From an optimization exercise on the open Yosys and OpenROAD flow, aimed at small area; shortcuts taken in it are not production practice.
Only simulation tests tie the RTL to the original design; equivalence was not proved.
Power and IR drop assume default switching activity. The clock port is modelled as an ideal driver; clocking choices that lean on that would not hold on a real chip.

`flow/config.mk`:
```
export PLATFORM = sky130hd
export DESIGN_NAME = kgs
export DESIGN_NICKNAME = kgs
export VERILOG_FILES = /design/flow/design.v
export SDC_FILE = /design/flow/constraint.sdc
export NUM_CORES = 4
export LEC_CHECK = 0
export CAP_MARGIN = 35
export CORE_MARGIN = 2
export CORE_UTILIZATION = 65
export CTS_CLUSTER_DIAMETER = 100
export CTS_CLUSTER_SIZE = 30
export SLEW_MARGIN = 25
```
`flow/constraint.sdc`:
```
create_clock -name core_clock -period 48.0 [get_ports {clk}]
set_input_delay 9.6000 -clock core_clock [delete_from_list [all_inputs] [get_ports {clk}]]
set_output_delay 9.6000 -clock core_clock [all_outputs]
set_load 0.01 [all_outputs]
```
`flow/design.v`:
```
module kgs (
    input  wire         clk,
    input  wire         rst,
    input  wire         op_valid,
    input  wire [2:0]   op_code,
    input  wire [7:0]   op_arg,
    output wire         busy,
    output wire         updated,
    output wire [1:0]   link,
    output wire [1:0]   cd,
    output wire [56:0]  cur_ts,
    output wire [56:0]  sync_ts,
    output reg          ev_trigger,
    output reg          ev_sync_ts,
    output reg          ev_status,
    output reg          ev_link_lost,
    output reg          ev_skip,
    output reg          ev_malformed,
    output reg          ev_checksum,
    output reg          ev_missed_pulse,
    output wire [7:0]   ev_skip_count,
    output wire [7:0]   ev_csum_calc,
    output wire [7:0]   ev_csum_exp,
    output wire [4:0]   ev_pkt_len,
    output wire [167:0] ev_pkt
);
    localparam [2:0] OP_SCAN  = 3'd0;
    localparam [2:0] OP_POLL  = 3'd1;
    localparam [2:0] OP_CFG   = 3'd2;
    localparam [2:0] OP_TICK  = 3'd3;
    localparam [2:0] OP_PPS   = 3'd4;
    localparam [2:0] OP_RXB   = 3'd5;
    localparam [2:0] OP_RESET = 3'd7;
    localparam [1:0] LINK_UNAVAIL = 2'd0;
    localparam [1:0] LINK_SYNCING = 2'd1;
    localparam [1:0] LINK_ACTIVE  = 2'd2;
    localparam [1:0] CD_SYNCING   = 2'd0;
    localparam [1:0] CD_ENABLED   = 2'd1;
    localparam [1:0] CD_TRIGGERED = 2'd2;
    localparam [7:0] DLE = 8'h10;
    localparam [7:0] ETX = 8'h03;
    localparam [7:0] LF  = 8'h0A;
    reg [2047:0] ring;            
    reg [7:0]  wr, rd, snap;
    reg        busy_r, updated_r;
    reg        inpkt;             
    reg        ty_a, ty_b;        
    reg [4:0]  plen;
    reg [167:0] pkt;
    reg        esc;
    reg [7:0]  skip;
    reg        skip_z;            
    reg [1:0]  link_r;
    reg [15:0] age;
    reg [1:0]  cd_r;
    reg [7:0]  explen;
    reg [7:0]  remaining;
    reg        record_sync;
    reg        mag_locked;
    reg [56:0] cur_ts_r;
    reg [56:0] sync_ts_r;
    reg        m1_24, m1_8f, m1_10, m1_03;
    reg        m2_24, m2_10, m2_03;
    reg        m3_03;
    assign busy    = busy_r;
    assign updated = updated_r;
    assign link    = link_r;
    assign cd      = cd_r;
    assign cur_ts  = cur_ts_r;
    assign sync_ts = sync_ts_r;
    assign ev_pkt  = pkt;
    assign ev_skip_count = skip;
    wire is_trim   = ty_a & ty_b;
    wire is_status = ty_a & ~ty_b;
    assign ev_pkt_len = {ty_a, ~ty_a, ty_b, 1'b0, ty_b};
    genvar gi;
    function [7:0] pb;
        input integer i;
        begin
            pb = pkt[8*i +: 8];
        end
    endfunction
    wire do_reset = rst || (op_valid && op_code == OP_RESET);
    wire do_scan  = op_valid && op_code == OP_SCAN && busy_r;
    wire do_poll  = op_valid && op_code == OP_POLL && !busy_r;
    wire do_cfg   = op_valid && op_code == OP_CFG;
    wire do_tick  = op_valid && op_code == OP_TICK;
    wire do_pps   = op_valid && op_code == OP_PPS;
    wire do_rxb   = op_valid && op_code == OP_RXB;
    wire [15:0] rlo = 16'd1 << rd[3:0];
    wire [15:0] rhi = 16'd1 << rd[7:4];
    reg  [7:0]  rgrp [0:15];
    reg  [7:0]  b_cur;
    integer     ri, rk;
    always @(*) begin
        b_cur = 8'd0;
        for (ri = 0; ri < 16; ri = ri + 1) begin
            rgrp[ri] = 8'd0;
            for (rk = 0; rk < 16; rk = rk + 1)
                rgrp[ri] = rgrp[ri] | (ring[8*(16*ri+rk) +: 8] & {8{rlo[rk]}});
            b_cur = b_cur | (rgrp[ri] & {8{rhi[ri]}});
        end
    end
    wire [7:0]  wdata = do_reset ? 8'd0 : op_arg;
    wire [15:0] wlo   = (16'd1 << wr[3:0]) | {16{do_reset}};
    wire [15:0] whi   = ({15'd0, do_rxb} << wr[7:4]) | {16{do_reset}};
    generate
        for (gi = 0; gi < 256; gi = gi + 1) begin : g_ring
            always @(posedge clk)
                if (whi[gi / 16] && wlo[gi % 16])
                    ring[8*gi +: 8] <= wdata;
        end
    endgenerate
    reg  [7:0] csum;
    assign ev_csum_calc = csum;
    assign ev_csum_exp  = is_status ? pb(14) : pb(11);
    function leap_of;
        input [7:0] p9;
        input [1:0] k;
        reg   [1:0] s;
        begin
            s = p9[1:0] + 2'd3 + k;
            leap_of = (s == 2'd0) && (p9 != 8'd181 - {6'd0, k});
        end
    endfunction
    function [8:0] cum_days;
        input [3:0] m;
        input       l;
        reg   [8:0] c;
        begin
            case (m)
                4'd1:  c = 9'd0;
                4'd2:  c = 9'd31;
                4'd3:  c = 9'd59;
                4'd4:  c = 9'd90;
                4'd5:  c = 9'd120;
                4'd6:  c = 9'd151;
                4'd7:  c = 9'd181;
                4'd8:  c = 9'd212;
                4'd9:  c = 9'd243;
                4'd10: c = 9'd273;
                4'd11: c = 9'd304;
                default: c = 9'd334;
            endcase
            cum_days = c + {8'd0, l && m > 4'd2};
        end
    endfunction
    wire [7:0] mp7 = pb(7);
    wire [7:0] mp8 = pb(8);
    wire [7:0] mp9 = pb(9);
    wire       lp0 = leap_of(mp9, 2'd0);
    wire       lp1 = leap_of(mp9, 2'd1);
    wire       lp2 = leap_of(mp9, 2'd2);
    wire [9:0] doy0 = {2'd0, mp7} + 10'd229 + {1'b0, cum_days(mp8[3:0], lp0)};
    wire [9:0] ylen0 = 10'd365 + {9'd0, lp0};
    wire [9:0] ylen1 = 10'd365 + {9'd0, lp1};
    wire       ov0 = doy0 > ylen0;
    wire [9:0] doy1 = doy0 - ylen0;
    wire       ov1 = ov0 && (doy1 > ylen1);
    wire [9:0] doyf = ov1 ? (doy1 - ylen1) : (ov0 ? doy1 : doy0);
    wire [8:0] doy  = doyf[8:0];
    wire [1:0] yinc = ov1 ? 2'd2 : (ov0 ? 2'd1 : 2'd0);
    wire       lpy  = ov1 ? lp2 : (ov0 ? lp1 : lp0);
    reg  [3:0] nm_m;
    integer    mi;
    always @(*) begin
        nm_m = 4'd1;
        for (mi = 2; mi <= 12; mi = mi + 1)
            if (doy > cum_days(mi[3:0], lpy))
                nm_m = mi[3:0];
    end
    wire [8:0] nm_dd = doy - cum_days(nm_m, lpy);
    wire [15:0] nm_year = {8'd0, mp9} + 16'd1919 + {14'd0, yinc};
    wire [7:0] acc_sec;
    wire [7:0] dv_r [0:8];
    assign dv_r[0] = 8'd0;
    generate
        for (gi = 0; gi < 8; gi = gi + 1) begin : g_div
            wire [gi:0]   p  = (gi == 0) ? acc_sec[7] : {dv_r[gi][gi:0], acc_sec[7-gi]};
            wire [gi+1:0] t  = {1'b0, p} - {1'b0, explen[gi:0]};
            wire          ge = ((explen >> (gi + 1)) == 8'd0) && !t[gi+1];
            assign dv_r[gi+1] = ge ? t[gi:0] : p;
        end
    endgenerate
    wire sec_aligned = (dv_r[8] == 8'd0);
    wire drained = (rd == snap);
    wire c24  = (b_cur == 8'h24);
    wire c8f  = (b_cur == 8'h8F);
    wire c10  = (b_cur == DLE);
    wire c03  = (b_cur == ETX);
    wire mg_pre    = m2_24 & m1_24;
    wire cls_time  = mg_pre & (b_cur == 8'h41);
    wire cls_stat  = mg_pre & (b_cur == 8'h48);
    wire cls_trim  = m3_03 & m2_10 & m1_8f & (b_cur == 8'hAB);
    wire cls_any   = cls_time | cls_stat | cls_trim;
    wire [7:0] skip_eff = skip_z ? 8'd0 : skip;
    wire [7:0] wdist    = rd + ~wr;     
    wire sync_step = do_scan && !drained && !inpkt;
    wire dec_step  = do_scan && !drained && inpkt;
    wire last_t    = (plen == 5'd20);
    wire t_pair    = esc && !c10;                   
    wire t_hold    = is_trim && t_pair && last_t;   
    wire wr_a      = dec_step && (!is_trim || !esc);
    wire wr_b      = dec_step && is_trim && t_pair && !last_t;
    wire advance   = (sync_step && !cls_any) || (dec_step && !t_hold);
    reg  [4:0] n_plen_d;
    always @(*) begin
        if (!is_trim)
            n_plen_d = plen + 5'd1;
        else if (!esc)
            n_plen_d = c10 ? plen : plen + 5'd1;
        else if (c10 || last_t)
            n_plen_d = plen + 5'd1;
        else
            n_plen_d = plen + 5'd2;
    end
    wire [4:0] flen = {ty_a, ~ty_a, ty_b, 1'b0, ty_b};
    wire frame_done = dec_step && (n_plen_d == flen);
    wire t_dle19 = (plen == 5'd19) || (pb(19) == DLE);
    wire t_etx20 = c03 && !(esc && last_t);
    wire t_ok    = t_dle19 && t_etx20;
    wire mg_lf_ok  = (b_cur == LF);
    wire mg_cs_ok  = (ev_csum_calc == ev_csum_exp);
    wire mg_mon_ok = (mp8 >= 8'd1) && (mp8 <= 8'd12);
    wire acc_trim  = is_trim && t_ok;
    wire acc_time  = !ty_a && mg_lf_ok && mg_cs_ok && mg_mon_ok;
    wire st_upd    = is_status && mg_lf_ok && mg_cs_ok && (pkt[24] != mag_locked);
    wire accept    = frame_done && (acc_trim || acc_time);
    wire malformed = frame_done && (is_trim ? !t_ok : (!mg_lf_ok || (!ty_a && mg_cs_ok && !mg_mon_ok)));
    wire cs_bad    = frame_done && !is_trim && mg_lf_ok && !mg_cs_ok;
    wire lock_chg  = frame_done && st_upd;
    wire [56:0] acc_ts = is_trim ?
        {pb(14), pb(13), pb(12), pb(15), pb(16), pb(17), pb(18), pb(11) == 8'h03} :
        {pb(4), pb(5), pb(6), {3'd0, nm_dd[4:0]}, {4'd0, nm_m}, nm_year, mag_locked};
    assign acc_sec = is_trim ? pb(12) : pb(6);
    wire        pps_ok   = do_pps && explen != 8'd0 && link_r == LINK_ACTIVE && cd_r != CD_SYNCING;
    wire        missed   = accept && explen != 8'd0 && cd_r == CD_ENABLED;
    wire        cnt_step = pps_ok || missed;
    wire [7:0]  rem_dec  = remaining - 8'd1;
    wire        rem_zero = (rem_dec == 8'd0);
    wire        fire     = cnt_step && rem_zero;
    wire        latch_sync = accept && (record_sync || fire);
    wire [15:0] age_inc  = age + 16'd1;
    wire        tick_ok  = do_tick && link_r != LINK_UNAVAIL;
    wire        lost     = tick_ok && (age_inc > 16'd62500);
    always @(posedge clk) begin
        if (do_reset) begin
            wr          <= 8'd0;
            rd          <= 8'd0;
            snap        <= 8'd0;
            busy_r      <= 1'b0;
            updated_r   <= 1'b0;
            inpkt       <= 1'b0;
            plen        <= 5'd0;
            esc         <= 1'b0;
            skip_z      <= 1'b1;
            link_r      <= LINK_UNAVAIL;
            age         <= 16'd0;
            cd_r        <= CD_SYNCING;
            explen      <= 8'd0;
            remaining   <= 8'd0;
            record_sync <= 1'b0;
            mag_locked  <= 1'b0;
            cur_ts_r    <= 57'd0;
            sync_ts_r   <= 57'd0;
            {m1_24, m1_8f, m1_10, m1_03} <= 4'd0;
            {m2_24, m2_10, m2_03}        <= 3'd0;
            m3_03       <= 1'b0;
        end else begin
            if (do_rxb) begin
                wr <= wr + 8'd1;
                if (wdist == 8'd0) {m1_24, m1_8f, m1_10, m1_03} <=
                    {op_arg == 8'h24, op_arg == 8'h8F, op_arg == DLE, op_arg == ETX};
                if (wdist == 8'd1) {m2_24, m2_10, m2_03} <=
                    {op_arg == 8'h24, op_arg == DLE, op_arg == ETX};
                if (wdist == 8'd2) m3_03 <= (op_arg == ETX);
                age <= 16'd0;
                if (link_r == LINK_UNAVAIL) link_r <= LINK_SYNCING;
            end
            if (tick_ok) begin
                age <= age_inc;
                if (lost) link_r <= LINK_UNAVAIL;
            end
            if (advance) begin
                rd <= rd + 8'd1;
                {m1_24, m1_8f, m1_10, m1_03} <= {c24, c8f, c10, c03};
                {m2_24, m2_10, m2_03}        <= {m1_24, m1_10, m1_03};
                m3_03 <= m2_03;
            end else if (sync_step) begin
                rd <= rd - 8'd2;
            end
            if (sync_step) begin
                if (cls_any) begin
                    skip_z <= 1'b1;
                    inpkt  <= 1'b1;
                    ty_a   <= cls_stat | cls_trim;
                    ty_b   <= cls_time | cls_trim;
                    plen   <= 5'd0;
                    esc    <= 1'b0;
                    csum   <= 8'd0;
                end else begin
                    skip_z <= 1'b0;
                    skip   <= (skip_eff == 8'd255) ? 8'd255 : skip_eff + 8'd1;
                end
            end
            if (dec_step) begin
                plen <= n_plen_d;
                if (!is_trim && plen >= 5'd2 && plen <= (is_status ? 5'd13 : 5'd10))
                    csum <= csum ^ b_cur;
                if (is_trim) esc <= !esc && c10;
            end
            if (frame_done) begin
                inpkt  <= 1'b0;
                plen   <= 5'd0;
                esc    <= 1'b0;
            end
            if (do_poll) begin
                snap      <= wr;
                busy_r    <= 1'b1;
                updated_r <= 1'b0;
            end
            if ((do_scan && drained) || frame_done)
                busy_r <= 1'b0;
            if (accept || lock_chg)
                updated_r <= 1'b1;
            if (accept) begin
                cur_ts_r <= acc_ts;
                link_r   <= LINK_ACTIVE;
            end
            if (lock_chg) begin
                mag_locked  <= ~mag_locked;
                cur_ts_r[0] <= ~mag_locked;
            end
            if (latch_sync)
                sync_ts_r <= acc_ts;
            if (do_cfg) begin
                explen    <= op_arg;
                remaining <= op_arg;
                cd_r      <= CD_SYNCING;
            end
            if (cnt_step)
                remaining <= rem_zero ? explen : rem_dec;
            if (pps_ok)
                cd_r <= CD_TRIGGERED;
            if (accept && explen != 8'd0) begin
                if (cd_r == CD_TRIGGERED)
                    cd_r <= CD_ENABLED;
                else if (cd_r == CD_SYNCING && sec_aligned)
                    cd_r <= CD_ENABLED;
            end
            if (latch_sync)
                record_sync <= 1'b0;
            else if (fire)
                record_sync <= 1'b1;
        end
    end
    generate
        for (gi = 0; gi < 21; gi = gi + 1) begin : g_pkt
            always @(posedge clk)
                if ((wr_a && plen == gi) || (wr_b && gi > 0 && plen == gi - 1))
                    pkt[8*gi +: 8] <= b_cur;
        end
    endgenerate
    always @(posedge clk) begin
        if (do_reset) begin
            ev_trigger      <= 1'b0;
            ev_sync_ts      <= 1'b0;
            ev_status       <= 1'b0;
            ev_link_lost    <= 1'b0;
            ev_skip         <= 1'b0;
            ev_malformed    <= 1'b0;
            ev_checksum     <= 1'b0;
            ev_missed_pulse <= 1'b0;
        end else begin
            ev_trigger      <= fire;
            ev_sync_ts      <= latch_sync;
            ev_status       <= (do_scan && drained && updated_r) ||
                               (frame_done && (updated_r || accept || lock_chg));
            ev_link_lost    <= lost;
            ev_skip         <= sync_step && cls_any && skip_eff > 8'd2;
            ev_malformed    <= malformed;
            ev_checksum     <= cs_bad;
            ev_missed_pulse <= missed;
        end
    end
endmodule
```
`flow/flow/run.sh`:
```
#!/bin/bash
# Layout flow: the standard ORFS flow (standard synthesis unchanged), with
# buf_1 cells as the port buffers and no dummy loads in the clock tree.
set -uo pipefail
bash standard.sh \
  'BUFFER_PORTS_ARGS=-buffer_cell sky130_fd_sc_hd__buf_1' \
  'CTS_ARGS=-sink_clustering_enable -repair_clock_nets -sink_clustering_size 30 -sink_clustering_max_diameter 100 -dont_use_dummy_load' \
  finish > flow_make.log 2>&1
status=$?
cp -r orfs/logs flow_logs 2>/dev/null
exit $status
```
`flow/standard.sh`:
```
#!/bin/bash
# synth_recipe.tcl (not shown) runs the flow's synth.tcl, then flattens the netlist and writes it again
# the make line also repeats each setting of config.mk as NAME=value (left out here)
make -C /OpenROAD-flow-scripts/flow DESIGN_CONFIG=/design/flow/config.mk WORK_HOME=/design/flow/orfs CLKGATE_MAP_FILE= SYNTH_SCRIPT=/design/flow/synth_recipe.tcl "${@:-finish}"
```
==> impl_metrics.ini, run 1 <==
[setup_path]
required_ns = 48.59
crit_type = flip-flop to flip-flop
worst-endpoint-arrival_ns = 14.08
endpoint_kind = flip-flop
crit_top_cell = a21o_1
crit_path_start_kind = flip-flop
path_max_fanout = 47
max_stage_delay_ns = 0.57
cpMaxStageDelayCell = buf_4
cp-startpoint = ty_b
worstReg2RegStart = ty_b

[sta]
finalSetupViolations = 0
final-max-slew-violation-count = 0
fin_crit_sh_pct = 28.1
fin_tns_setup_ns = 0
tightest_slew_ns = 1.14
max-slew-margin-rel_pct = 22.1
max_freq_mhz = 74.1
fin_skew_ns = 0.0544
rsz0062_at_grt = false
period_needed_ns = 13.49
hold_viol_final = 0

[yosys]
synthesis.nets = 6996
synth-edff-count = 2234
synth_area_leaders = edfxtp_1 67%, dfxtp_1 4.2%, mux2i_1 2.9%
ys_seq_area_share_pct = 71.1
yosysWarningCount = 2
synth_cell_types = 107
synth_async_sr_flop_share_pct = 0
ys.flop_type = edfxtp_1
syn-cell-area_um2 = 100000
netlist_instances = 6844
yosys-top-cells-count = 2234 x edfxtp_1, 539 x nor2_1, 385 x a21oi_1
synth.most_common_cell = edfxtp_1
synth_seq_cells = 2445
synth_top_area_share_pct = 66.9
netlist.top_cell.by_area = edfxtp_1
avgSynthCellArea_um2 = 14.7

[cells_and_area]
final_cells = 9159
stdcell_area_um2 = 107000
finalNetCount = 7259
area_growth_pct = 6.89
drive_gt1_share_pct = 8.70
regArea_um2 = 71300
final_util_pct = 69.8
fillers = 10400
multi_input_area_um2 = 26800

[cts]
numCtsBuffers = 92
cts.htree.levels = 3
clkTransAtPathRegs_ns = 0.12
post_cts_buffers = 0
cts_resized = 0
cts_hold_buf = 0
cts_tree = done
cts_buffer_depth = 3
cts_sinks = 2445
insertion_delay_ns = 0.77
cts_root_buf = clkbuf_16

[route]
detail-route-antenna-nets = 0
route.detailed.drc = 0
wire_per_inst_um = 35.0
drt_iter0_markers = 10700
dr.pass1.iters = 9
wl_mm = 320
vias = 66200
viasPerCell = 7.22

[global_route]
grt_max_degree = 232
grt_use_met2_pct = 60.0
grtUsageTotal_pct = 40.1
use_met1_pct = 53.8
busiest_layer = met2
grt_pass1_wl_mm = 450
antenna_found_initial = 14
grt.overflow.total = 0
first_global_vias = 61300
use_met3_pct = 9.69

[placement]
dp_cells = 8991
placed_cell_area_um2 = 104000
numPortBuffers = 337
dpl.hpwl_mm = 203
gp_congestion = 0.941

[power_and_ir_drop]
swShare_pct = 24.2
combinationalPowerShare_pct = 12.8
p_seq_share_pct = 63.1
power.total_mw = 3.96
power_density_nw_per_um2 = 36.9
p_int_mw = 3.00
switching_power_uw = 956
peakVddDrop_uv = 85.3
clockPowerShare_pct = 24.1
leakage_nw = 34.2

[die]
die_h_um = 397
io_pins = 339
dieArea_um2 = 158000
die_w_um = 397
start_util_pct = 65.3
core_um2 = 154000
num_rows = 144

[flow_run]
maxCapViolCount = 0

[min_path]
min_from = cur_ts_r[31]
hold_class = flip-flop to flip-flop

[status]
status = complete, no violations
[kinds of logic (layout without fill, tap and decap cells)]
group / Yosys count / after routing / synth area share, %
xor gates and xnor gates: 103 / 103 / 0.899
muxes: 392 / 392 / 4.25
AOI/OAI and AO/OA: 1819 / 1819 / 13.0
and+or+nand+nor: 1362 / 1362 / 6.32
DFF: 2445 / 2445 / 71.1
adders and majority gates: 138 / 138 / 1.83
other: 1 / 11 / 0.00374
buffers and inverters: 584 / 845 / 2.64
[through the flow]
step	hold slack, ns	worst slack (ns)
after global routing	0.487	33.54
final	0.458	34.51
after detailed placement	0.443	33.99
after floorplan	0.436	33.23
after global placement	0.442	34.12
after CTS	0.459	34.55
[critical path: cells and delay by family, from the launching register on]
family	cells	cell delay (ns)
buffers and inverters	4	0.89
DFF	1	0.52
muxes	7	2.60
and+or+nand+nor	16	3.80
adders and majority gates	8	2.51
AOI/OAI and AO/OA	22	2.99
[layer usage]
metal | wire (µm) | part of all wire [%]
met5 | 93 | 0.029
met4 | 22100 | 6.9
met3 | 41200 | 13
met2 | 143000 | 45
met1 | 114000 | 35
[path summary, 6_finish.rpt]
path	end	slack, ns	cells past startpoint
worst max-delay path	cd_r[1]	34.51	57
worst min-delay path	cur_ts_r[31]	0.46	2
worst max register to register	cd_r[1]	34.51	57
worst min register to register	cur_ts_r[31]	0.46	2
[final cells by class]
type | instances | area share, %
sequential | 2445 | 66.5
multi-input combinational | 3815 | 25.0
timing repair buffer | 636 | 3.52
tap | 2044 | 2.38
clock buffer | 92 | 2.15
inverter | 117 | 0.414
antenna | 10 | 0.0233
[flip-flops by register name, indices dropped and copies added, names as in the netlist, 2 cells and up, named ones only]
name / cells
snap: 8
remaining: 8
cd_r: 2
link_r: 2
explen: 8
wr: 8
pkt: 168
sync_ts_r: 57
csum: 8
cur_ts_r: 57
age: 16
rd: 8
ring: 2048
plen: 5
skip: 8
[power by group through the flow]
stage	clock [mW]	combinational (mW)	sequential (mW)
after floorplan	0	0.355	2.54
after global routing	1.01	0.560	2.51
after global placement	0	0.477	2.54
final	0.952	0.507	2.50
after CTS	0.948	0.496	2.50
after detailed placement	0	0.493	2.54
[placed cells by master, fill, tap and decap left out, types with 167 or more instances in the layout]
cell type,n
a22oi_1,269
buf_4,251
nand2_1,333
o21ai_0,167
buf_1,338
edfxtp_1,2234
nor2_1,533
mux2i_1,286
a21oi_1,368
dfxtp_1,209
==> inputs of run 2 (changes only) <==
--- a/flow/design.v
+++ b/flow/design.v
@@ -194,7 +194,11 @@
     wire cls_trim  = m3_03 & m2_10 & m1_8f & (b_cur == 8'hAB);
     wire cls_any   = cls_time | cls_stat | cls_trim;
     wire [7:0] skip_eff = skip_z ? 8'd0 : skip;
-    wire [7:0] wdist    = rd + ~wr;     
+    wire [7:0] wr_inc   = wr + 8'd1;
+    wire [7:0] rd_m2    = rd - 8'd2;
+    wire       w_at_m1  = (wr_inc == rd);       
+    wire       w_at_m2  = (wr == rd_m2);        
+    wire       w_at_m3  = (wr_inc == rd_m2);    
     wire sync_step = do_scan && !drained && !inpkt;
     wire dec_step  = do_scan && !drained && inpkt;
     wire last_t    = (plen == 5'd20);
@@ -268,12 +272,12 @@
             m3_03       <= 1'b0;
         end else begin
             if (do_rxb) begin
-                wr <= wr + 8'd1;
-                if (wdist == 8'd0) {m1_24, m1_8f, m1_10, m1_03} <=
+                wr <= wr_inc;
+                if (w_at_m1) {m1_24, m1_8f, m1_10, m1_03} <=
                     {op_arg == 8'h24, op_arg == 8'h8F, op_arg == DLE, op_arg == ETX};
-                if (wdist == 8'd1) {m2_24, m2_10, m2_03} <=
+                if (w_at_m2) {m2_24, m2_10, m2_03} <=
                     {op_arg == 8'h24, op_arg == DLE, op_arg == ETX};
-                if (wdist == 8'd2) m3_03 <= (op_arg == ETX);
+                if (w_at_m3) m3_03 <= (op_arg == ETX);
                 age <= 16'd0;
                 if (link_r == LINK_UNAVAIL) link_r <= LINK_SYNCING;
             end
@@ -287,7 +291,7 @@
                 {m2_24, m2_10, m2_03}        <= {m1_24, m1_10, m1_03};
                 m3_03 <= m2_03;
             end else if (sync_step) begin
-                rd <= rd - 8'd2;
+                rd <= rd_m2;
             end
             if (sync_step) begin
                 if (cls_any) begin
--- a/flow/config.mk
+++ b/flow/config.mk
@@ -5,9 +5,9 @@
 export SDC_FILE = /design/flow/constraint.sdc
 export NUM_CORES = 4
 export LEC_CHECK = 0
-export CAP_MARGIN = 35
+export CAP_MARGIN = 10
 export CORE_MARGIN = 2
 export CORE_UTILIZATION = 65
 export CTS_CLUSTER_DIAMETER = 100
 export CTS_CLUSTER_SIZE = 30
-export SLEW_MARGIN = 25
+export SLEW_MARGIN = 10
==> run 2 against run 1 <==
Net effect: still clean; count of clock-buffer cells in the layout increased by 1; flip-flop and latch count unchanged; design area decreased by 0.98%; critical endpoint is now cd_r[0]; largest cell class unchanged; largest power group unchanged.
==> impl_metrics.ini, run 2 <==
[status]
status = complete, no violations

[cells_and_area]
final_cell_mix = 2234 x edfxtp_1, 626 x nor2_1, 367 x mux2i_1
final_cells = 9000
area_growth_pct = 6.02
top_regs = ring x2048, pkt x168
drive_gt1_share_pct = 6.94
final_util_pct = 69.2
final_common_cell = edfxtp_1
largest_register_ffs = 2048
top_register = ring
finalNetCount = 7095

[route]
met3_length_mm = 41.7
maxUsedRoutingLayer = met5
wl_met1_mm = 112
wl_met2_mm = 142
dr.pass1.iters = 7
vias = 65200
viasPerCell = 7.24
wl_mm = 317
drt_iter0_markers = 11100
detail-route-antenna-nets = 0
route.detailed.drc = 0
wire_per_inst_um = 35.3

[yosys]
synthMuxAreaShare_pct = 4.87
synth_fa_ha_area_share_pct = 1.72
synthesis.nets = 6937
synth_async_sr_flop_share_pct = 0
avgSynthCellArea_um2 = 14.7
netlist.top_cell.by_area = edfxtp_1
synth_cell_types = 98
ys.flop_type = edfxtp_1
yosys-top-cells-count = 2234 x edfxtp_1, 630 x nor2_1, 367 x mux2i_1
netlist_instances = 6793
synth.most_common_cell = edfxtp_1
ys_seq_area_share_pct = 71.2
yosysWarningCount = 2
synth_seq_cells = 2445
synth-simple-area-share_pct = 6.18
synth_compound_area_share_pct = 12.5
synth_top_family_by_area = compound AO/OA/AOI/OAI gates
synth-edff-count = 2234
synth_area_leaders = edfxtp_1 67%, dfxtp_1 4.2%, mux2i_1 3.7%
synth_top_area_share_pct = 67.0
synth_xor_area_share_pct = 1.08
syn-cell-area_um2 = 100000

[setup_path]
crit_end = cd_r[0]
required_ns = 48.68
crit_buf_inv = 4
r2r_cells = 59
worst-endpoint-arrival_ns = 14.89
critPathTopFamily = simple AND/OR/NAND/NOR gates
cp.depth = 59
regToRegSetupSlack_ns = 33.79
cp-startpoint = ty_a
max_stage_delay_ns = 0.71
endpoint_kind = flip-flop
crit_path_start_kind = flip-flop
worstReg2RegStart = ty_a
path_max_fanout = 51
r2r_end = cd_r[0]
cpMaxStageDelayCell = edfxtp_1
crit_type = flip-flop to flip-flop

[global_route]
antenna_found_initial = 17
grtUsageTotal_pct = 39.7
grt_pass1_wl_mm = 446
grt.overflow.total = 0
first_global_vias = 60100
grt_max_degree = 202

[sta]
fin_skew_ns = 0.112
period_needed_ns = 14.21
fin_crit_sh_pct = 29.6
fin_tns_setup_ns = 0
tightest_slew_ns = 1.42
hold_viol_final = 0
rsz0062_at_grt = false
finalSetupViolations = 0
max-slew-margin-rel_pct = 4.59
max_freq_mhz = 70.4
final-max-slew-violation-count = 0

[die]
num_rows = 144
core_um2 = 154000
die_h_um = 397
die_w_um = 397
dieArea_um2 = 157000
start_util_pct = 65.3
io_pins = 339

[cts]
insertion_delay_ns = 0.80
cts_sinks = 2445
clkTransAtPathRegs_ns = 0.12
cts_resized = 0
cts_tree = done
post_cts_buffers = 0
numCtsBuffers = 93
cts.htree.levels = 3
cts_hold_buf = 0
cts_buffer_depth = 3
cts_root_buf = clkbuf_16

[power_and_ir_drop]
peakVddDrop_uv = 62.3
leakage_nw = 33.0
power_density_nw_per_um2 = 37.3
power.total_mw = 3.96

[placement]
dpl.hpwl_mm = 200
dp_cells = 8900
numPortBuffers = 337
gp_congestion = 0.940

[flow_run]
maxCapViolCount = 0

[min_path]
hold_depth = 2
hold_class = flip-flop to flip-flop
-- run 2: cell types whose count changed after synthesis, moves of 17 or more --
cell / change
mux2i_1: +81
clkbuf_1: +27
o2bb2ai_1: +23
a311oi_1: -37
nor2_1: +91
buf_2: -17
a221oi_1: +18
a211oi_1: +28
a211oi_2: +23
o21ai_0: -30
nand3_1: -19
xor2_1: +18
nand2_1: -72
a21oi_1: -85
-- run 2: cell type report --
class / count / area [µm²]
fill: 10500 / 47300
clock buffer: 93 / 2330
antenna: 7 / 17.5
sequential: 2445 / 71300
timing repair buffer: 515 / 2710
inverter: 115 / 437
tap: 2044 / 2560
multi-input combinational: 3781 / 26800
-- run 2: where the power goes --
part	internal [mW]	switching, mW	total (mW)
Combinational	0.177	0.307	0.484
Sequential	2.48	0.0370	2.52
Clock	0.350	0.610	0.960
-- run 2: kinds of logic (layout without fill, tap and decap cells) --
| group | Yosys count | after routing |
|---|---|---|
| flip-flops | 2445 | 2445 |
| AO/OA/AOI/OAI | 1711 | 1711 |
| AND/OR/NAND/NOR | 1357 | 1357 |
| buffers and inverters | 567 | 723 |
| multiplexers | 459 | 459 |
| adder cells (fa/ha/maj) | 130 | 130 |
| XOR/XNOR | 123 | 123 |
| other | 1 | 8 |
-- run 2: how the worst min path moves through the flow --
| stage | from | to | slack (ns) |
|---|---|---|---|
| 5_1_grt | updated_r | updated_r | 0.52 |
| 2_1_floorplan | explen[5] | explen[5] | 0.45 |
| 3_3_place_gp | m1_10 | m2_10 | 0.46 |
| 3_5_place_dp | explen[5] | explen[5] | 0.48 |
| 4_1_cts | explen[5] | explen[5] | 0.48 |
| 6_report | explen[5] | explen[5] | 0.48 |
-- run 2: metrics by stage --
step	hold WS (ns)	worst slack, ns	cell area [µm²]
CTS	0.483	33.77	106000
global route	0.519	32.57	106000
floorplan	0.450	32.93	100000
detailed placement	0.476	33.86	104000
finish	0.481	33.79	106000
global placement	0.463	33.90	104000
-- run 2: metal layers --
layer,vias up,track usage [%]
met4,12,21.8
li1,27100,-
met5,-,0
met1,32300,53.9
met2,4938,59.9
met3,892,9.50
-- run 2: worst reg2reg max path: cells and delay by family, from the launching register on --
| kind | cells | cell delay (ns) |
|---|---|---|
| AND/OR/NAND/NOR | 16 | 3.94 |
| AO/OA/AOI/OAI | 23 | 3.17 |
| multiplexers | 8 | 3.02 |
| adder cells (fa/ha/maj) | 8 | 2.39 |
| buffers and inverters | 4 | 0.94 |
| flip-flops | 1 | 0.71 |
==> inputs of run 3 (changes only) <==
--- a/flow/design.v
+++ b/flow/design.v
@@ -87,17 +87,17 @@
     wire do_tick  = op_valid && op_code == OP_TICK;
     wire do_pps   = op_valid && op_code == OP_PPS;
     wire do_rxb   = op_valid && op_code == OP_RXB;
-    wire [15:0] rlo = 16'd1 << rd[3:0];
-    wire [15:0] rhi = 16'd1 << rd[7:4];
-    reg  [7:0]  rgrp [0:15];
+    wire [63:0] rlo = 64'd1 << rd[5:0];
+    wire [3:0]  rhi = 4'd1 << rd[7:6];
+    reg  [7:0]  rgrp [0:3];
     reg  [7:0]  b_cur;
     integer     ri, rk;
     always @(*) begin
         b_cur = 8'd0;
-        for (ri = 0; ri < 16; ri = ri + 1) begin
+        for (ri = 0; ri < 4; ri = ri + 1) begin
             rgrp[ri] = 8'd0;
-            for (rk = 0; rk < 16; rk = rk + 1)
-                rgrp[ri] = rgrp[ri] | (ring[8*(16*ri+rk) +: 8] & {8{rlo[rk]}});
+            for (rk = 0; rk < 64; rk = rk + 1)
+                rgrp[ri] = rgrp[ri] | (ring[8*(64*ri+rk) +: 8] & {8{rlo[rk]}});
             b_cur = b_cur | (rgrp[ri] & {8{rhi[ri]}});
         end
     end
@@ -265,8 +265,6 @@
             remaining   <= 8'd0;
             record_sync <= 1'b0;
             mag_locked  <= 1'b0;
-            cur_ts_r    <= 57'd0;
-            sync_ts_r   <= 57'd0;
             {m1_24, m1_8f, m1_10, m1_03} <= 4'd0;
             {m2_24, m2_10, m2_03}        <= 3'd0;
             m3_03       <= 1'b0;
@@ -328,15 +326,11 @@
             if (accept || lock_chg)
                 updated_r <= 1'b1;
             if (accept) begin
-                cur_ts_r <= acc_ts;
                 link_r   <= LINK_ACTIVE;
             end
             if (lock_chg) begin
                 mag_locked  <= ~mag_locked;
-                cur_ts_r[0] <= ~mag_locked;
             end
-            if (latch_sync)
-                sync_ts_r <= acc_ts;
             if (do_cfg) begin
                 explen    <= op_arg;
                 remaining <= op_arg;
@@ -358,6 +352,15 @@
                 record_sync <= 1'b1;
         end
     end
+    wire [56:0] ts_d = do_reset ? 57'd0 : acc_ts;
+    always @(posedge clk) begin
+        if (do_reset || accept)
+            cur_ts_r[56:1] <= ts_d[56:1];
+        if (do_reset || accept || lock_chg)
+            cur_ts_r[0] <= do_reset ? 1'b0 : (accept ? acc_ts[0] : ~mag_locked);
+        if (do_reset || latch_sync)
+            sync_ts_r <= ts_d;
+    end
     generate
         for (gi = 0; gi < 21; gi = gi + 1) begin : g_pkt
             always @(posedge clk)
==> run 3 against run 2 <==
Net effect: the layout now fails its checks (capacitance limit, slew limit); utilization is 0.85 points higher; cell count is 0.41% higher; critical path type unchanged; worst setup slack better by 0.54 ns; highest routed layer unchanged; fmax is 4.0% higher; largest cell class unchanged; sequential power is 2% higher; clock power is 1% higher; wire length is 29% higher; critical endpoint is now cd_r[1].
==> impl_metrics.ini, run 3 <==
[placement]
gp_congestion = 1.07
dpl.hpwl_mm = 267
numPortBuffers = 337

[global_route]
grtUsageTotal_pct = 51.8
antenna_found_initial = 34
grt_use_met2_pct = 72.2
first_global_vias = 65500
use_met1_pct = 60.3
grt_max_degree = 197
grt_pass1_wl_mm = 546
grt.overflow.total = 0
use_met3_pct = 24.7
busiest_layer = met2

[setup_path]
max_stage_delay_ns = 0.74
cpMaxStageDelayCell = nor3_1
cp-startpoint = explen[7]
crit_type = flip-flop to flip-flop
path_max_fanout = 7
r2r_cells = 58
crit_top_cell = a21o_1
worst-endpoint-arrival_ns = 14.31
endpoint_kind = flip-flop
crit_path_start_kind = flip-flop
worstReg2RegStart = explen[7]
regToRegSetupSlack_ns = 34.33
required_ns = 48.64
crit_end = cd_r[1]
r2r_end = cd_r[1]

[sta]
tightest_slew_ns = 1.58
max_freq_mhz = 73.2
hold_viol_final = 0
period_needed_ns = 13.67
max-slew-margin-rel_pct = -6.35
final-max-slew-violation-count = 4
finalSetupViolations = 0
fin_skew_ns = 0.124
fin_tns_setup_ns = 0
rsz0062_at_grt = false
fin_crit_sh_pct = 28.5

[cells_and_area]
top_regs = ring x2048, pkt x168
area_growth_pct = 7.03
final_common_cell = edfxtp_1
fillers = 10200
finalNetCount = 7115
top_register = ring
final_cell_mix = 2348 x edfxtp_1, 494 x nand3_1, 434 x a22oi_1
largest_register_ffs = 2048
drive_gt1_share_pct = 8.55

[cts]
post_cts_buffers = 0
cts_resized = 0
cts_root_buf = clkbuf_16
insertion_delay_ns = 0.83
cts_sinks = 2445
clkTransAtPathRegs_ns = 0.11
cts_tree = done
cts.htree.levels = 3
numCtsBuffers = 93
cts_buffer_depth = 3
cts_hold_buf = 0

[die]
core_um2 = 152000
die_h_um = 395
num_rows = 143
start_util_pct = 65.4
die_w_um = 395
dieArea_um2 = 156000
io_pins = 339

[yosys]
avgSynthCellArea_um2 = 14.9
yosysWarningCount = 2
synth_async_sr_flop_share_pct = 0
synth_area_leaders = edfxtp_1 71%, a22oi_1 3.3%, nand3_1 2.5%
netlist_instances = 6690
synth.most_common_cell = edfxtp_1
yosys-top-cells-count = 2348 x edfxtp_1, 495 x nand3_1, 465 x nor2_1
synth_top_area_share_pct = 70.9
synth_seq_cells = 2445
ys_seq_area_share_pct = 72.9
netlist.top_cell.by_area = edfxtp_1
synth_cell_types = 113
synthesis.nets = 6834
syn-cell-area_um2 = 99400
ys.flop_type = edfxtp_1
synth-edff-count = 2348

[route]
wl_mm = 408
vias = 72000
route.detailed.drc = 0
dr.pass1.iters = 10
wire_per_inst_um = 45.2
detail-route-antenna-nets = 0
viasPerCell = 7.97
drt_iter0_markers = 15100

[status]
so.violations = capacitance limit, slew limit
status = failed layout checks

[power_and_ir_drop]
leakage_nw = 34.5
power_density_nw_per_um2 = 37.9
power.total_mw = 4.03
peakVddDrop_uv = 56.4

[flow_run]
maxCapViolCount = 3

[min_path]
hold_class = flip-flop to flip-flop
-- run 3: cell count changes in the layout (fill, tap and decap cells not counted), moves of 87 or more --
cell / change
a221oi_1: -148
nand3_1: +397
o22ai_1: -89
nor2_1: -197
mux2i_1: -248
a21oi_1: -116
a22oi_1: +181
dfxtp_1: -117
buf_4: +87
nand4_1: +174
edfxtp_1: +114
and3_1: +108
-- run 3: cell families after synthesis --
logic type | share of synthesized area (%)
buffers and inverters | 2.31
muxes | 1.97
AOI/OAI and AO/OA | 9.19
DFF | 72.9
other | 0.00377
and+or+nand+nor | 10.8
xor gates and xnor gates | 1.11
adders and majority gates | 1.73
-- run 3: final cells by class --
| type | count | area (µm²) | share of cell area, % |
|---|---|---|---|
| timing repair buffer | 601 | 3330 | 3.13 |
| clock buffer | 93 | 2330 | 2.19 |
| multi-input combinational | 3722 | 25200 | 23.7 |
| tap | 2030 | 2540 | 2.39 |
| inverter | 108 | 405 | 0.381 |
| antenna | 38 | 95.1 | 0.0894 |
| sequential | 2445 | 72500 | 68.1 |
-- run 3: how the worst min path moves through the flow --
stage | startpoint | end | slack, ns | cells past startpoint
finish | explen[5] | explen[5] | 0.50 | 2
global route | m1_10 | m1_10 | 0.54 | 2
floorplan | record_sync | record_sync | 0.44 | 2
detailed placement | explen[5] | explen[5] | 0.48 | 2
CTS | explen[5] | explen[5] | 0.49 | 2
global placement | m2_03 | m3_03 | 0.47 | 2
-- run 3: layer usage --
layer  vias up  routed length, µm
li1      26900                  -
met1     34600             121000
met2      8324             169000
met3      2158              72900
met4        18              46100
met5         -                174
-- run 3: power breakdown --
part,switching (mW),leakage (nW),internal [mW]
Sequential,0.0531,22.3,2.50
Clock,0.623,1.15,0.350
Combinational,0.328,11.1,0.176
-- run 3: critical path, delay by kind of cell (launching register included) --
| family | cells | cell delay, ns |
|---|---|---|
| AND/OR/NAND/NOR | 21 | 5.54 |
| multiplexers | 7 | 2.46 |
| flip-flops | 1 | 0.37 |
| adder cells (fa/ha/maj) | 7 | 2.50 |
| buffers and inverters | 1 | 0.07 |
| AO/OA/AOI/OAI | 22 | 2.60 |
-- run 3: stage by stage --
step | hold WS [ns] | cells | setup WS (ns) | area, µm² | utilization, %
final | 0.497 | 9037 | 34.33 | 106000 | 70.0
after global routing | 0.545 | 9000 | 33.23 | 106000 | 70.0
after CTS | 0.494 | 8994 | 34.44 | 106000 | 69.9
after detailed placement | 0.481 | 8901 | 33.92 | 104000 | 68.4
after global placement | 0.474 | 8901 | 33.99 | 104000 | 68.4
after floorplan | 0.444 | 6690 | 33.19 | 99400 | -
==> inputs of run 4 (changes only) <==
==> flow/flow/run.sh (replaced) <==
#!/bin/bash
# Layout flow: the standard ORFS flow (standard synthesis unchanged), with
# buf_1 cells as the port buffers and no dummy loads in the clock tree.
set -uo pipefail
bash standard.sh \
  'BUFFER_PORTS_ARGS=-buffer_cell sky130_fd_sc_hd__buf_1' \
  'CTS_ARGS=-sink_clustering_enable -repair_clock_nets -sink_clustering_size 20 -sink_clustering_max_diameter 60 -dont_use_dummy_load' \
  finish > flow_make.log 2>&1
status=$?
cp -r orfs/logs flow_logs 2>/dev/null
exit $status
--- a/flow/config.mk
+++ b/flow/config.mk
@@ -8,6 +8,6 @@
 export CAP_MARGIN = 10
 export CORE_MARGIN = 2
 export CORE_UTILIZATION = 65
-export CTS_CLUSTER_DIAMETER = 100
-export CTS_CLUSTER_SIZE = 30
+export CTS_CLUSTER_DIAMETER = 60
+export CTS_CLUSTER_SIZE = 20
 export SLEW_MARGIN = 10
==> run 4 against run 3 <==
Net effect: still fails the layout checks on capacitance limit, slew limit; utilization is 1.1 points higher; global-route usage is 0.61 points higher; die area stayed put; sequential power hardly changed; clock skew is 0.020 ns lower; cell count is 0.69% higher; sequential share of layout area is 1.1 points lower; highest routed layer unchanged; register-to-register slack better by 0.07 ns; critical endpoint unchanged; wire length is 0.63% higher; first-iteration DRC count is 1.2% higher; via count is 0.46% higher.
==> impl_metrics.ini, run 4 <==
[status]
status = failed layout checks
so.violations = capacitance limit, slew limit

[sta]
fin_crit_sh_pct = 28.3
fin_tns_setup_ns = 0
max-slew-margin-rel_pct = -0.314
rsz0062_at_grt = false
tightest_slew_ns = 1.49
finalSetupViolations = 0
final-max-slew-violation-count = 1
hold_viol_final = 0
period_needed_ns = 13.60
fin_skew_ns = 0.104
max_freq_mhz = 73.5

[die]
die_h_um = 395
die_w_um = 395
start_util_pct = 65.4
core_um2 = 152000
dieArea_um2 = 156000
num_rows = 143
io_pins = 339

[cells_and_area]
fillers = 10100
drive_gt1_share_pct = 9.48
final_cell_mix = 2348 x edfxtp_1, 494 x nand3_1, 433 x a22oi_1
area_growth_pct = 8.74
final_cells = 9099
top_register = ring
largest_register_ffs = 2048
finalNetCount = 7185
final_common_cell = edfxtp_1
top_regs = ring x2048, pkt x168

[placement]
numPortBuffers = 337
dpl.hpwl_mm = 267
gp_congestion = 1.07
dp_cells = 8901

[route]
vias = 72300
drt_iter0_markers = 15300
wire_per_inst_um = 45.2
wl_mm = 411
route.detailed.drc = 0
detail-route-antenna-nets = 0
dr.pass1.iters = 8
viasPerCell = 7.95

[yosys]
ys_seq_area_share_pct = 72.9
synthesis.nets = 6834
avgSynthCellArea_um2 = 14.9
synth_cell_types = 113
synthMuxAreaShare_pct = 1.97
ys.flop_type = edfxtp_1
synth_compound_area_share_pct = 9.19
synth_async_sr_flop_share_pct = 0
synth_xor_area_share_pct = 1.11
synth.most_common_cell = edfxtp_1
synth_top_area_share_pct = 70.9
synth_top_family_by_area = simple AND/OR/NAND/NOR gates
netlist.top_cell.by_area = edfxtp_1
synth_fa_ha_area_share_pct = 1.73
netlist_instances = 6690
yosys-top-cells-count = 2348 x edfxtp_1, 495 x nand3_1, 465 x nor2_1
synth-edff-count = 2348
synth_seq_cells = 2445
synth_area_leaders = edfxtp_1 71%, a22oi_1 3.3%, nand3_1 2.5%
yosysWarningCount = 2
synth-simple-area-share_pct = 10.8
syn-cell-area_um2 = 99400

[power_and_ir_drop]
peakVddDrop_uv = 56.5
power.total_mw = 4.32
power_density_nw_per_um2 = 40.0
leakage_nw = 35.4

[flow_run]
maxCapViolCount = 1

[global_route]
antenna_found_initial = 35
grt.overflow.total = 0
use_met1_pct = 60.6
grt_max_degree = 197
first_global_vias = 66200
grt_use_met2_pct = 72.7
busiest_layer = met2
grtUsageTotal_pct = 52.4
use_met3_pct = 25.9
grt_pass1_wl_mm = 551

[cts]
cts_buffer_depth = 3
cts_sinks = 2445
cts_hold_buf = 0
cts.htree.levels = 4
cts_root_buf = clkbuf_16
cts_tree = done
clkTransAtPathRegs_ns = 0.06
cts_resized = 0
numCtsBuffers = 159
post_cts_buffers = 0
insertion_delay_ns = 0.87

[setup_path]
endpoint_kind = flip-flop
max_stage_delay_ns = 0.74
crit_path_start_kind = flip-flop
crit_top_cell = a21o_1
worst-endpoint-arrival_ns = 14.28
crit_type = flip-flop to flip-flop
required_ns = 48.69
path_max_fanout = 7
cpMaxStageDelayCell = nor3_1

[min_path]
hold_class = flip-flop to flip-flop
[run 4: stage by stage]
stage	setup slack, ns	hold WS [ns]	utilization [%]	cell area (µm²)
detailed placement	33.92	0.481	68.4	104000
global placement	33.99	0.474	68.4	104000
floorplan	33.19	0.444	-	99400
finish	34.40	0.492	71.2	108000
CTS	34.45	0.489	71.0	108000
global route	33.26	0.518	71.1	108000
[run 4: cells by family (layout without fill, tap and decap cells)]
logic type / count (synthesis) / count (layout)
buffers and inverters: 523 / 872
DFF: 2445 / 2445
and+or+nand+nor: 2048 / 2048
adders and majority gates: 130 / 130
xor gates and xnor gates: 126 / 126
other: 1 / 31
AOI/OAI and AO/OA: 1236 / 1236
muxes: 181 / 181
[run 4: layer usage]
| metal | up-vias | part of all wire [%] |
|---|---|---|
| met5 | - | 0.11 |
| met4 | 24 | 11 |
| met2 | 8480 | 41 |
| met3 | 2213 | 18 |
| met1 | 34600 | 29 |
| li1 | 27000 | - |
[run 4: report_power, final]
part / internal [mW] / switching, mW
sequential: 2.51 / 0.0534
clock: 0.585 / 0.675
combinational: 0.176 / 0.327
[run 4: cell type report]
cell class	count	area, µm²	share of cell area (%)
multi-input cells	3722	25200	23.4
flip-flops and latches	2445	72500	67.0
inverters	108	405	0.375
diodes	30	75.1	0.0695
repair buffers	605	3380	3.13
well taps	2030	2540	2.35
clock buffers	159	3980	3.68
[run 4: path summary, 6_finish.rpt]
kind / startpoint / to / slack, ns / depth (start not counted)
worst max-delay path: explen[7] / cd_r[1] / 34.40 / 58
worst min-delay path: explen[5] / explen[5] / 0.49 / 2
worst min register to register: explen[5] / explen[5] / 0.49 / 2
worst max register to register: explen[7] / cd_r[1] / 34.40 / 58
[run 4: critical path: cells and delay by family, from the launching register on]
family | cells | cell delay [ns]
and+or+nand+nor | 21 | 5.49
AOI/OAI and AO/OA | 22 | 2.59
adders and majority gates | 7 | 2.50
muxes | 7 | 2.47
DFF | 1 | 0.36
buffers and inverters | 1 | 0.07

re-timing with driven ports:
The flow's constraints put no driver on any port. The routed layouts listed below were extracted and timed again, unchanged, in two steps. Step 1 assumes that a clkbuf_16 drives the clock port and a buf_2 every other input. Step 2 also shifts input and output timing later by t, the mid clock arrival at the registers, as if the neighbouring blocks saw the same clock. Three values: no drivers, after step 1, after step 2; two values: the first two.
run	t, ns	setup WS [ns]	worst hold slack (ns)	latest minus earliest clock arrival (ns)	worst slew at a driven data input, ns
run 1	0.824	34.506 / 34.506 / 33.872	0.458 / 0.458 / 0.458	0.073 / 0.072	0.09
run 2	0.829	33.788 / 33.788 / 33.788	0.481 / 0.481 / 0.481	0.112 / 0.112	0.09
run 3	0.862	34.332 / 34.332 / 33.808	0.497 / 0.497 / 0.497	0.124 / 0.124	0.08
run 4	0.913	34.404 / 34.404 / 33.753	0.492 / 0.492 / 0.492	0.104 / 0.104	0.08
The setup slack of run 4, which loses most, moves by 0.000 ns with the drivers and by -0.651 ns with both steps.
